This design comes from an exercise in tuning for small area, a short achievable clock period and few clock cycles per item on the open sky130 flow, not from production work.
The RTL was checked by simulation tests, not by an equivalence proof against the original design.

==> flow/design.v (excerpt) <==
module lac_mma (
    input  wire        clk,
    input  wire        rst_n,
    input  wire        in_valid,
    output wire        in_ready,
    input  wire        in_op,
    input  wire [31:0] in_a,
    input  wire [31:0] in_b,
    input  wire [31:0] in_c,
    input  wire [31:0] in_d,
    output reg         out_valid,
    input  wire        out_ready,
    output reg  [31:0] out_data
);
For scale: roughly 8900 cells after synthesis, ~360 flip-flops, roughly 170 I/O pins, ~67000 µm² of cells after synthesis.
clock: 75.0 ns
lec_check: 0
abc_area: 1
cap_margin: 20
core_margin: 2
core_utilization: 40
slew_margin: 20
standard.sh (not shown) runs the stock make flow with config.mk's settings and CLKGATE_MAP_FILE= SYNTH_SCRIPT=/design/flow/synth_recipe.tcl, a recipe that flattens the netlist after the stock synthesis.
==> flow/flow/run.sh <==
#!/bin/bash
# The standard layout, with the port buffers made of buf_2 cells instead of
# the delay buffers buffer_ports picks by default. Everything else is
# standard.sh unchanged (synthesis included).
set -euo pipefail
bash standard.sh 'BUFFER_PORTS_ARGS=-buffer_cell sky130_fd_sc_hd__buf_2' finish > standard_flow.log 2>&1
Testbench counts at the start, summed over its fixed seeds: cycles 9,632, items 9,600.
Edit:
--- a/flow/design.v
+++ b/flow/design.v
@@ -1332,25 +1332,25 @@
     wire w1191 = (w1058 & w936) | (w1192 & w1056);
     wire w1195 = w1061 ^ w939;
     wire w1193 = w1195 ^ w1059;
     wire w1194 = (w1061 & w939) | (w1195 & w1059);
     wire w1198 = w1064 ^ 1'b1;
     wire w1196 = w1198 ^ w1062;
     wire w1197 = (w1064 & 1'b1) | (w1198 & w1062);
     wire w1201 = w312 ^ w336;
     wire w1199 = w1201 ^ w1065;
     wire w1200 = (w312 & w336) | (w1201 & w1065);
     wire [47:0] r0 = {w1199, w1196, w1193, w1190, w1187, w1184, w1181, w1178, w1175, w1172, w1169, w1166, w1163, w1160, w1157, w1154, w1151, w1148, w1145, w1142, w1139, w1136, w1133, w1130, w1127, w1124, w1121, w1118, w1115, w1112, w1109, w1106, w1103, w1100, w1097, w1094, w1091, w1088, w1085, w1082, w1079, w1076, w1073, w1070, w1068, w1066, w2, w1};
     wire [47:0] r1 = {w1197, w1194, w1191, w1188, w1185, w1182, w1179, w1176, w1173, w1170, w1167, w1164, w1161, w1158, w1155, w1152, w1149, w1146, w1143, w1140, w1137, w1134, w1131, w1128, w1125, w1122, w1119, w1116, w1113, w1110, w1107, w1104, w1101, w1098, w1095, w1092, w1089, w1086, w1083, w1080, w1077, w1074, w1071, w1069, w1067, bn1, 1'b0, bn0};
-    assign p = r0 + r1;
+    add_sk #(48) u_cpa (.a(r0), .b(r1), .ci(1'b0), .s(p), .co());
 endmodule
 module mul24_decay (
     input  wire [23:0] a,
     output wire [47:0] p
 );
     wire w1 = ~a[0];
     wire w2 = ~a[1];
     wire w3 = ~a[2];
     wire w4 = ~a[3];
     wire w5 = ~a[4];
     wire w6 = ~a[5];
     wire w7 = ~a[6];
@@ -1877,24 +1877,48 @@
             d = 1 << l;
             if (2 * d < W)
                 for (i = 0; i < W; i = i + 1)
                     if (((i + 1) % (2 * d)) == d && i >= 2 * d) begin
                         g[i] = g[i] | (p[i] & g[i - d]);
                         p[i] = p[i] & p[i - d];
                     end
         end
     end
     assign s  = a ^ b ^ {g[W-2:0], ci};
     assign co = g[W-1];
 endmodule
+module add_sk #(parameter W = 32) (
+    input  wire [W-1:0] a,
+    input  wire [W-1:0] b,
+    input  wire         ci,
+    output wire [W-1:0] s,
+    output wire         co
+);
+    reg [W-1:0] g, p;
+    integer l, i, d;
+    always @* begin
+        p = a ^ b;
+        g = (a & b) | {{(W-1){1'b0}}, p[0] & ci};
+        for (l = 0; (1 << l) < W; l = l + 1) begin
+            d = 1 << l;
+            for (i = W - 1; i >= 0; i = i - 1)
+                if ((i / d) % 2 == 1) begin
+                    g[i] = g[i] | (p[i] & g[(i / d) * d - 1]);
+                    p[i] = p[i] & p[(i / d) * d - 1];
+                end
+        end
+    end
+    assign s  = a ^ b ^ {g[W-2:0], ci};
+    assign co = g[W-1];
+endmodule
 module lac_mma (
     input  wire        clk,
     input  wire        rst_n,
     input  wire        in_valid,
     output wire        in_ready,
     input  wire        in_op,
     input  wire [31:0] in_a,
     input  wire [31:0] in_b,
     input  wire [31:0] in_c,
     input  wire [31:0] in_d,
     output reg         out_valid,
     input  wire        out_ready,
Sequential share of layout area rose by 0.34 points.
Fmax fell by 0.74%.
Core utilization climbs by 0.16 points.
Final cell count is lower by about 3.6%.
Non-clock buffer count grows by 4.
Clock-buffer cell count grows by 2.
Via count is lower by about 3.7%.
Final area fell by about 2.2%.
Clock skew climbs by 0.043 ns.
Wire length is lower by about 0.6%.
Worst hold slack is better by 0.017 ns.
Testbench counts after the change, summed over its fixed seeds: cycles 9,632, items 9,600.

## what the ideal ports hide
No port has a modelled driver above. Below, the same layouts with a new extraction and two added sets of constraints. Step 1 (the two cells are an assumption about what drives the block):
set clk [get_ports {clk}]
set_driving_cell -lib_cell sky130_fd_sc_hd__clkbuf_16 $clk
set_driving_cell -lib_cell sky130_fd_sc_hd__buf_2 [delete_from_list [all_inputs] $clk]
Step 2, shift: input delay + t, output delay - t, t = (earliest + latest rising clock arrival at the registers) / 2. This alone moves slack from input paths to output paths. Three values: no drivers, after step 1, after step 2; two values: the first two.
run	t, ns	setup slack, ns	worst hold slack (ns)	worst setup path after step 2	clock arrival spread, ns
the first run	0.710	58.770 / 58.692 / 58.574	0.399 / 0.399 / 0.399	input to register	0.061 / 0.060
the second run	0.716	58.650 / 58.571 / 58.575	0.417 / 0.417 / 0.417	input to register	0.105 / 0.105
After both steps setup and hold are still met in every run listed. The setup slack of the first run, which loses most, moves by -0.078 ns with the drivers and by -0.196 ns with both steps.
